From an optimization exercise on the open Yosys and OpenROAD flow, aimed at small area; shortcuts taken in it are not production practice.
The RTL was checked by simulation tests, not by an equivalence proof against the original design.
No activity file was given, so power comes from the tool's default toggle rates.

lane 1:
==> flow/design.v <==
module swuart_bt (
    input  wire        clk,
    input  wire        rst,             
    input  wire        tick,            
    input  wire        rx_in,           
    input  wire        state_in,        
    input  wire        req_valid,
    input  wire [15:0] req_word,
    output wire        req_ready,       
    output wire [31:0] resp_data,
    output wire        resp_fault,
    output wire [1:0]  resp_code,
    output wire        tx_out,
    output wire        evt_connect,
    output wire        evt_disconnect
);
    localparam integer NMD_LIMIT       = 60;
    localparam integer TICKS_PER_MS    = 29;
    localparam integer TICKS_PER_EPOCH = 7200;
    localparam [3:0] OP_INIT        = 4'h1;
    localparam [3:0] OP_WAIT_READY  = 4'h2;
    localparam [3:0] OP_STATUS      = 4'h3;
    localparam [3:0] OP_WRITE       = 4'h4;
    localparam [3:0] OP_AVAILABLE   = 4'h5;
    localparam [3:0] OP_READ        = 4'h6;
    localparam [3:0] OP_CLOCK_RESET = 4'h7;
    localparam [3:0] OP_CLOCK_READ  = 4'h8;
    localparam [3:0] OP_CLOCK_PRESET= 4'h9;
    reg         enabled;
    reg         rx_act;           
    reg  [2:0]  rx_sub;
    reg  [8:0]  rx_sr;            
    reg         tx_busy;
    reg  [1:0]  tx_sub;
    reg  [8:0]  tx_sr;            
    reg         tx_line;
    reg  [7:0]  ring [0:31];
    reg  [4:0]  rb_hp;            
    reg  [5:0]  rb_cnt;
    reg         rb_pv;            
    reg  [7:0]  rb_pend;
    reg  [5:0]  nmd;
    reg  [31:0] ms_clock;
    reg  [4:0]  ms_sub;
    reg  [12:0] epoch_sub;
    reg  [4:0]  hist;             
    reg         epoch_evt;        
    reg  [2:0]  init_cd;
    wire connected = &hist[3:0];
    wire was_connected = &hist[4:1];
    assign evt_connect    = epoch_evt && connected && !hist[4];
    assign evt_disconnect = epoch_evt && was_connected && !hist[0];
    wire [3:0] op   = req_word[15:12];
    wire [3:0] rsv  = req_word[11:8];
    wire [7:0] imm8 = req_word[7:0];
    wire illegal = (op == 4'h0) || (op > OP_CLOCK_PRESET) || (rsv != 4'h0) ||
                   (op != OP_WRITE && op != OP_CLOCK_PRESET && imm8 != 8'h00);
    wire f_already = !illegal && op == OP_INIT && enabled;
    wire f_noten   = !illegal && op != OP_INIT && op != OP_STATUS && !enabled;
    wire fault     = illegal || f_already || f_noten;
    wire rb_empty    = (rb_cnt == 6'd0);
    wire nmd_expired = nmd[0] == 1'b0 && nmd[1] == 1'b0 && nmd[2] == 1'b0 && nmd[4] && nmd[5];
    wire ready_flag  = (init_cd == 3'd0);
    wire hold = !fault &&
                ((op == OP_WAIT_READY && !ready_flag) ||
                 (op == OP_WRITE      && tx_busy)     ||
                 (op == OP_READ       && rb_empty && !nmd_expired));
    assign req_ready  = !hold;
    assign resp_fault = fault;
    assign resp_code  = {f_already | f_noten, illegal | f_already};
    wire [3:0] rsel_lo = 4'd1 << rb_hp[1:0];
    wire [7:0] rsel_hi = 8'd1 << rb_hp[4:2];
    reg  [7:0] rd_ring;
    reg  [7:0] rd_cls;
    integer j, k;
    always @* begin
        rd_ring = 8'd0;
        for (k = 0; k < 4; k = k + 1) begin
            rd_cls = 8'd0;
            for (j = 0; j < 8; j = j + 1)
                rd_cls = rd_cls | (ring[4*j+k] & {8{rsel_hi[j]}});
            rd_ring = rd_ring | (rd_cls & {8{rsel_lo[k]}});
        end
    end
    wire [7:0] rd_byte = (rb_pv && rb_cnt == 6'd1) ? rb_pend : rd_ring;
    reg [31:0] result;
    always @* begin
        case (op)
            OP_STATUS:     result = {25'd0, tx_line, nmd_expired, rx_act, tx_busy,
                                     connected, ready_flag, enabled};
            OP_AVAILABLE:  result = {26'd0, rb_cnt};
            OP_READ:       result = rb_empty ? 32'd0 : {23'd0, 1'b1, rd_byte};
            OP_CLOCK_READ: result = ms_clock;
            default:       result = 32'd0;
        endcase
    end
    assign resp_data = fault ? 32'd0 : result;
    wire do_req = req_valid && !hold && !fault;
    wire n_enabled = enabled | (do_req && op == OP_INIT);
    wire tk = tick && n_enabled;
    wire pop = do_req && op == OP_READ && !rb_empty;
    wire       rx_done = tk && rx_act && rx_sr[0] && rx_sub == 3'd1;
    wire       full1 = rb_cnt[5] && !pop;    
    wire       push_nf = rx_done && !full1;
    wire [5:0] n_cnt = (pop && !push_nf) ? rb_cnt - 6'd1 :
                       (!pop && push_nf) ? rb_cnt + 6'd1 : rb_cnt;
    wire [4:0] n_hp  = rb_hp + ((pop || (rx_done && full1)) ? 5'd2 : 5'd1);
    wire [4:0] pend_pos = rb_hp + rb_cnt[4:0] - 5'd1;
    wire       wr   = rb_pv && pend_pos[3:0] == 4'hf;
    wire       wr0  = wr && pend_pos[4];
    wire       wr16 = wr && !pend_pos[4];
    integer i;
    always @(posedge clk) begin
        ring[0]  <= wr0  ? rb_pend : ring[31];
        ring[16] <= wr16 ? rb_pend : ring[15];
        for (i = 1; i < 32; i = i + 1)
            if (i != 16) ring[i] <= ring[i-1];
    end
    always @(posedge clk) begin
        rb_hp <= rst ? 5'd0 : n_hp;
        if (rx_done) rb_pend <= rx_sr[8:1];
    end
    wire ms_wrap    = ms_sub[0] == 1'b0 && ms_sub[1] == 1'b0 && ms_sub[3] && ms_sub[4];
    wire epoch_wrap = epoch_sub[12:2] == 11'b11110110100 && epoch_sub[0] == 1'b0;
    wire [4:0]  ms_next    = {ms_sub[3:0], ~(ms_sub[4] ^ ms_sub[1])};
    wire [12:0] epoch_next = {epoch_sub[11:0], ~(epoch_sub[12] ^ epoch_sub[0])};
    wire [5:0]  nmd_next   = {nmd[4:0], ~(nmd[5] ^ nmd[0])};
    wire        ms_load = rst || (do_req && (op == OP_CLOCK_RESET || op == OP_CLOCK_PRESET));
    wire [7:0]  ms_imm  = rst ? 8'd0 : imm8;
    always @(posedge clk)
        ms_clock <= (ms_load ? {4{ms_imm}} : ms_clock) + (!rst && tk && ms_wrap);
    always @(posedge clk) begin
        if (rst) begin
            enabled        <= 1'b0;
            rx_act         <= 1'b0;
            tx_busy        <= 1'b0;
            tx_line        <= 1'b1;
            rb_cnt         <= 6'd0;
            rb_pv          <= 1'b0;
            nmd            <= 6'd0;
            ms_sub         <= 5'd0;
            epoch_sub      <= 13'd0;
            hist           <= 5'd0;
            init_cd        <= 3'd4;
            epoch_evt      <= 1'b0;
        end else begin
            enabled <= n_enabled;
            rb_cnt  <= n_cnt;
            if (rx_done) rb_pv <= 1'b1;
            else if (wr) rb_pv <= 1'b0;
            if (do_req && op == OP_WRITE) begin
                tx_sr   <= {1'b1, imm8};
                tx_sub  <= 2'd3;       
                tx_busy <= 1'b1;
            end
            epoch_evt <= tk && epoch_wrap;
            if (tk) begin
                if (!rx_act) begin
                    if (!rx_in) begin
                        rx_sr  <= 9'h100;
                        rx_sub <= 3'd4;
                        rx_act <= 1'b1;
                    end else if (!nmd_expired) begin
                        nmd <= nmd_next;
                    end
                end else if (rx_sub == 3'd1) begin
                    rx_sub <= 3'd3;
                    if (!rx_sr[0]) begin
                        rx_sr <= {rx_in, rx_sr[8:1]};
                    end else begin
                        nmd    <= 6'd0;
                        rx_act <= 1'b0;
                    end
                end else begin
                    rx_sub <= rx_sub - 3'd1;
                end
                if (tx_busy || (do_req && op == OP_WRITE)) begin
                    if ((do_req && op == OP_WRITE) || tx_sub == 2'd3) begin
                        tx_line <= 1'b0;
                        tx_sub  <= 2'd2;
                    end else if (tx_sub != 2'd0) begin
                        tx_sub <= tx_sub - 2'd1;
                    end else if (tx_sr == 9'd0) begin
                        tx_busy <= 1'b0;
                    end else begin
                        tx_line <= tx_sr[0];
                        tx_sr   <= {1'b0, tx_sr[8:1]};
                        tx_sub  <= 2'd2;
                    end
                end
                ms_sub <= ms_wrap ? 5'd0 : ms_next;
                if (epoch_wrap) begin
                    epoch_sub <= 13'd0;
                    hist      <= {hist[3:0], state_in};
                    if (init_cd != 3'd0) init_cd <= init_cd - 3'd1;
                end else begin
                    epoch_sub <= epoch_next;
                end
            end
        end
    end
    assign tx_out = tx_line;
endmodule
==> flow/config.mk <==
export PLATFORM = sky130hd
export DESIGN_NAME = swuart_bt
export DESIGN_NICKNAME = swuart_bt
export VERILOG_FILES = /design/flow/design.v
export SDC_FILE = /design/flow/constraint.sdc
export NUM_CORES = 4
export LEC_CHECK = 0
export CAP_MARGIN = 20
export CORE_MARGIN = 2
export CORE_UTILIZATION = 60
export PLACE_DENSITY = 0.7
export SLEW_MARGIN = 20
==> flow/constraint.sdc <==
create_clock -name core_clock -period 10.0 [get_ports {clk}]
set_input_delay 2.0000 -clock core_clock [delete_from_list [all_inputs] [get_ports {clk}]]
set_output_delay 2.0000 -clock core_clock [all_outputs]
set_load 0.01 [all_outputs]
standard.sh (not shown) runs the stock make flow with config.mk's settings and CLKGATE_MAP_FILE= SYNTH_SCRIPT=/design/flow/synth_recipe.tcl, a recipe that flattens the netlist after the stock synthesis.
==> flow/flow/run.sh <==
#!/bin/bash
# Own layout flow: the standard ORFS flow (standard.sh) with these changes:
#  - synthesis is the standard synthesis script (synth_recipe.tcl, unchanged),
#    except that the ABC call that maps the combinational logic uses the
#    area-oriented script flow/area.abc with a 10 ns delay target instead of
#    ORFS's speed script (registers are mapped before ABC and are unchanged);
#  - the port buffers are sky130_fd_sc_hd__buf_1 (still one per port);
#  - CTS uses clkbuf_8 with larger sink clusters and no dummy loads.
# Each step's full output is in orfs/logs/...; make's own output in flow_make.log.
set -euo pipefail
W=$(pwd)
cat > "$W/flow_synth.tcl" <<EOT
proc abc {args} {
  set i [lsearch \$args -script]
  if {\$i >= 0} { set args [lreplace \$args \$i [expr {\$i+1}] -script $W/flow/area.abc] }
  set j [lsearch \$args -D]
  if {\$j >= 0} { set args [lreplace \$args \$j [expr {\$j+1}] -D 10000] }
  puts "flow_synth.tcl: abc \$args"
  yosys abc {*}\$args
}
source $W/synth_recipe.tcl
EOT
sed "s#SYNTH_SCRIPT=[^ ]*#SYNTH_SCRIPT=$W/flow_synth.tcl#" standard.sh > flow_standard.sh
grep -q "SYNTH_SCRIPT=$W/flow_synth.tcl" flow_standard.sh
bash flow_standard.sh \
  "BUFFER_PORTS_ARGS=-buffer_cell sky130_fd_sc_hd__buf_1" \
  "CTS_ARGS=-sink_clustering_enable -repair_clock_nets -dont_use_dummy_load -buf_list sky130_fd_sc_hd__clkbuf_8 -sink_clustering_size 16 -sink_clustering_max_diameter 60" \
  finish > flow_make.log 2>&1
==> flow/flow/area.abc <==
strash
&get -n
&fraig -x
&put
scorr
dc2
dretime
strash
&get -n
&dch -f
&nf -R 1000
&put
--- input diff lane 1..lane 2 ---
--- a/flow/design.v
+++ b/flow/design.v
@@ -67,21 +67,15 @@
                  (op == OP_READ       && rb_empty && !nmd_expired));
     assign req_ready  = !hold;
     assign resp_fault = fault;
     assign resp_code  = {f_already | f_noten, illegal | f_already};
-    wire [3:0] rsel_lo = 4'd1 << rb_hp[1:0];
-    wire [7:0] rsel_hi = 8'd1 << rb_hp[4:2];
+    wire [31:0] rsel = 32'd1 << rb_hp;
     reg  [7:0] rd_ring;
-    reg  [7:0] rd_cls;
-    integer j, k;
+    integer j;
     always @* begin
         rd_ring = 8'd0;
-        for (k = 0; k < 4; k = k + 1) begin
-            rd_cls = 8'd0;
-            for (j = 0; j < 8; j = j + 1)
-                rd_cls = rd_cls | (ring[4*j+k] & {8{rsel_hi[j]}});
-            rd_ring = rd_ring | (rd_cls & {8{rsel_lo[k]}});
-        end
+        for (j = 0; j < 32; j = j + 1)
+            rd_ring = rd_ring | (ring[j] & {8{rsel[j]}});
     end
     wire [7:0] rd_byte = (rb_pv && rb_cnt == 6'd1) ? rb_pend : rd_ring;
     reg [31:0] result;
     always @* begin
@@ -98,14 +92,13 @@
     wire do_req = req_valid && !hold && !fault;
     wire n_enabled = enabled | (do_req && op == OP_INIT);
     wire tk = tick && n_enabled;
     wire pop = do_req && op == OP_READ && !rb_empty;
+    wire [5:0] cnt1 = rb_cnt - pop;
     wire       rx_done = tk && rx_act && rx_sr[0] && rx_sub == 3'd1;
-    wire       full1 = rb_cnt[5] && !pop;    
-    wire       push_nf = rx_done && !full1;
-    wire [5:0] n_cnt = (pop && !push_nf) ? rb_cnt - 6'd1 :
-                       (!pop && push_nf) ? rb_cnt + 6'd1 : rb_cnt;
-    wire [4:0] n_hp  = rb_hp + ((pop || (rx_done && full1)) ? 5'd2 : 5'd1);
+    wire       full1 = cnt1[5];
+    wire [5:0] n_cnt = cnt1 + (rx_done && !full1);
+    wire [4:0] n_hp  = rb_hp + 5'd1 + pop + (rx_done && full1);
     wire [4:0] pend_pos = rb_hp + rb_cnt[4:0] - 5'd1;
     wire       wr   = rb_pv && pend_pos[3:0] == 4'hf;
     wire       wr0  = wr && pend_pos[4];
     wire       wr16 = wr && !pend_pos[4];
Results
- Lower post-layout worst setup margin among lane 1 and lane 2: lane 1
- Between lane 1 and lane 2, transition time at the pin with the least slew margin increased.
- Lane 1 → lane 2: wire length moved up, non-clock buffer count moved up.
- Cell count: lane 1 and lane 2 compared, higher one is lane 2
- Between lane 1 and lane 2, fraction of area in registers decreased.
- Compared with lane 1, in lane 2 largest vdd supply drop went up; total power -0.0069 mW; normalized max-slew margin saw a decrease; xor-xnor portion of the synthesized cell area now larger; worst-skew pair later-pin latency now sits lower.


## quartz
// swuart_bt: RTL as listed in full above, without the edits since
clock: 10.0 ns
lec_check: 0
cap_margin: 0
core_margin: 2
core_utilization: 70
place_density: 0.8
slew_margin: 0
==> flow/flow/run.sh <==
#!/bin/bash
# Own layout flow: the standard ORFS flow (standard.sh) with these changes:
#  - synthesis is the standard synthesis script (synth_recipe.tcl, unchanged),
#    except that the ABC call that maps the combinational logic uses the
#    area-oriented script flow/area.abc with a 10 ns delay target instead of
#    ORFS's speed script (registers are mapped before ABC and are unchanged);
#  - the port buffers are sky130_fd_sc_hd__buf_1 (still one per port);
#  - CTS uses clkbuf_8 with larger sink clusters and no dummy loads.
# Each step's full output is in orfs/logs/...; make's own output in flow_make.log.
set -euo pipefail
W=$(pwd)
cat > "$W/flow_synth.tcl" <<EOT
proc abc {args} {
  set i [lsearch \$args -script]
  if {\$i >= 0} { set args [lreplace \$args \$i [expr {\$i+1}] -script $W/flow/area.abc] }
  set j [lsearch \$args -D]
  if {\$j >= 0} { set args [lreplace \$args \$j [expr {\$j+1}] -D 10000] }
  puts "flow_synth.tcl: abc \$args"
  yosys abc {*}\$args
}
source $W/synth_recipe.tcl
EOT
sed "s#SYNTH_SCRIPT=[^ ]*#SYNTH_SCRIPT=$W/flow_synth.tcl#" standard.sh > flow_standard.sh
grep -q "SYNTH_SCRIPT=$W/flow_synth.tcl" flow_standard.sh
bash flow_standard.sh \
  "BUFFER_PORTS_ARGS=-buffer_cell sky130_fd_sc_hd__buf_1" \
  "CTS_ARGS=-sink_clustering_enable -repair_clock_nets -dont_use_dummy_load -buf_list sky130_fd_sc_hd__clkbuf_8 -sink_clustering_size 20 -sink_clustering_max_diameter 50" \
  finish > flow_make.log 2>&1
Scripts as last shown in full above: flow/flow/area.abc
Changes in raven relative to quartz:
--- a/flow/design.v
+++ b/flow/design.v
@@ -29,6 +29,7 @@
     reg         enabled;
     reg         rx_act;           
-    reg  [2:0]  rx_sub;
-    reg  [8:0]  rx_sr;            
+    reg  [1:0]  rx_sub;           
+    reg  [8:0]  rx_sr;
+    reg         nmd_f;
     reg         tx_busy;
     reg  [1:0]  tx_sub;
@@ -38,17 +39,15 @@
     reg  [4:0]  rb_hp;            
     reg  [5:0]  rb_cnt;
-    reg         rb_pv;            
     reg  [7:0]  rb_pend;
-    reg  [5:0]  nmd;
     reg  [31:0] ms_clock;
     reg  [4:0]  ms_sub;
     reg  [12:0] epoch_sub;
-    reg  [4:0]  hist;             
+    reg  [5:0]  mon;
     reg         epoch_evt;        
-    reg  [2:0]  init_cd;
-    wire connected = &hist[3:0];
-    wire was_connected = &hist[4:1];
-    assign evt_connect    = epoch_evt && connected && !hist[4];
-    assign evt_disconnect = epoch_evt && was_connected && !hist[0];
+    wire        ready_flag = mon[5] | mon[4];
+    wire connected     = ready_flag && (&mon[3:0]);
+    wire was_connected = mon[5] && (&mon[4:1]);
+    assign evt_connect    = epoch_evt && connected && !was_connected;
+    assign evt_disconnect = epoch_evt && was_connected && !connected;
     wire [3:0] op   = req_word[15:12];
     wire [3:0] rsv  = req_word[11:8];
@@ -60,6 +59,6 @@
     wire fault     = illegal || f_already || f_noten;
     wire rb_empty    = (rb_cnt == 6'd0);
-    wire nmd_expired = nmd[0] == 1'b0 && nmd[1] == 1'b0 && nmd[2] == 1'b0 && nmd[4] && nmd[5];
-    wire ready_flag  = (init_cd == 3'd0);
+    wire nmd_lim     = rx_sr[0] && !rx_sr[1] && !rx_sr[3] && !rx_sr[4] && !rx_sr[5];
+    wire nmd_expired = rx_act ? nmd_f : nmd_lim;
     wire hold = !fault &&
                 ((op == OP_WAIT_READY && !ready_flag) ||
@@ -83,5 +82,5 @@
         end
     end
-    wire [7:0] rd_byte = (rb_pv && rb_cnt == 6'd1) ? rb_pend : rd_ring;
+    wire [7:0] rd_byte = (rb_cnt == 6'd1) ? rb_pend : rd_ring;
     reg [31:0] result;
     always @* begin
@@ -100,5 +99,5 @@
     wire tk = tick && n_enabled;
     wire pop = do_req && op == OP_READ && !rb_empty;
-    wire       rx_done = tk && rx_act && rx_sr[0] && rx_sub == 3'd1;
+    wire       rx_done = tk && rx_act && rx_sr[0] && rx_sub == 2'd1;
     wire       full1 = rb_cnt[5] && !pop;    
     wire       push_nf = rx_done && !full1;
@@ -107,5 +106,5 @@
     wire [4:0] n_hp  = rb_hp + ((pop || (rx_done && full1)) ? 5'd2 : 5'd1);
     wire [4:0] pend_pos = rb_hp + rb_cnt[4:0] - 5'd1;
-    wire       wr   = rb_pv && pend_pos[3:0] == 4'hf;
+    wire       wr   = pend_pos[3:0] == 4'hf;
     wire       wr0  = wr && pend_pos[4];
     wire       wr16 = wr && !pend_pos[4];
@@ -125,5 +124,5 @@
     wire [4:0]  ms_next    = {ms_sub[3:0], ~(ms_sub[4] ^ ms_sub[1])};
     wire [12:0] epoch_next = {epoch_sub[11:0], ~(epoch_sub[12] ^ epoch_sub[0])};
-    wire [5:0]  nmd_next   = {nmd[4:0], ~(nmd[5] ^ nmd[0])};
+    wire [5:0]  nmd_next   = {~(rx_sr[0] ^ rx_sr[1]), rx_sr[5:1]};
     wire        ms_load = rst || (do_req && (op == OP_CLOCK_RESET || op == OP_CLOCK_PRESET));
     wire [7:0]  ms_imm  = rst ? 8'd0 : imm8;
@@ -137,16 +136,12 @@
             tx_line        <= 1'b1;
             rb_cnt         <= 6'd0;
-            rb_pv          <= 1'b0;
-            nmd            <= 6'd0;
+            rx_sr[5:0]     <= 6'd0;
             ms_sub         <= 5'd0;
             epoch_sub      <= 13'd0;
-            hist           <= 5'd0;
-            init_cd        <= 3'd4;
+            mon            <= 6'd1;
             epoch_evt      <= 1'b0;
         end else begin
             enabled <= n_enabled;
             rb_cnt  <= n_cnt;
-            if (rx_done) rb_pv <= 1'b1;
-            else if (wr) rb_pv <= 1'b0;
             if (do_req && op == OP_WRITE) begin
                 tx_sr   <= {1'b1, imm8};
@@ -159,19 +154,20 @@
                     if (!rx_in) begin
                         rx_sr  <= 9'h100;
-                        rx_sub <= 3'd4;
+                        rx_sub <= 2'd0;
                         rx_act <= 1'b1;
-                    end else if (!nmd_expired) begin
-                        nmd <= nmd_next;
+                        nmd_f  <= nmd_lim;
+                    end else if (!nmd_lim) begin
+                        rx_sr[5:0] <= nmd_next;
                     end
-                end else if (rx_sub == 3'd1) begin
-                    rx_sub <= 3'd3;
+                end else if (rx_sub == 2'd1) begin
+                    rx_sub <= 2'd3;
                     if (!rx_sr[0]) begin
                         rx_sr <= {rx_in, rx_sr[8:1]};
                     end else begin
-                        nmd    <= 6'd0;
+                        rx_sr  <= 9'd0;        
                         rx_act <= 1'b0;
                     end
                 end else begin
-                    rx_sub <= rx_sub - 3'd1;
+                    rx_sub <= rx_sub - 2'd1;
                 end
                 if (tx_busy || (do_req && op == OP_WRITE)) begin
@@ -192,6 +188,5 @@
                 if (epoch_wrap) begin
                     epoch_sub <= 13'd0;
-                    hist      <= {hist[3:0], state_in};
-                    if (init_cd != 3'd0) init_cd <= init_cd - 3'd1;
+                    mon       <= {mon[5] | mon[4], mon[3:0], state_in};
                 end else begin
                     epoch_sub <= epoch_next;
## What came out
Diff quartz -> raven: non-clock buffer count moved down, global-route congestion overflow total level, total clock sinks moved down. Compared to quartz, the router laid down less metal wire for raven. The standard cells in raven occupy less silicon area than those in quartz do. For critical path depth, dividing the value from raven by the value from quartz gives 1.17. raven vs. quartz: total power rose by 240 uW; area of the die fell by 3.6%.

[what the ideal ports hide]
Ports are ideal in the flow. The routed layouts listed here were re-timed in OpenROAD.
Step 1 assumes that a clkbuf_16 drives the clock port and a buf_2 every other input.
Step 2 times the ports against the registers' clock, not the clock port: input delays grow and output delays shrink by t, the midpoint of the rising clock arrivals with the driver on.
a / b / c = no drivers / after step 1 / after step 2; a / b = the first two.
| run | t, ns | slack for setup (ns) | clock arrival spread, ns |
|---|---|---|---|
| lane 1 | 0.606 | 2.767 / 2.785 / 2.180 | 0.086 / 0.087 |
| lane 2 | 0.615 | 2.839 / 2.863 / 2.248 | 0.032 / 0.032 |
| quartz | 0.603 | 2.806 / 2.828 / 2.226 | 0.098 / 0.099 |
| raven | 0.601 | 1.912 / 1.935 / 1.334 | 0.061 / 0.062 |
After both steps every run listed still meets setup and hold. The setup slack of lane 2, which loses most, moves by +0.024 ns with the drivers and by -0.591 ns with both steps.
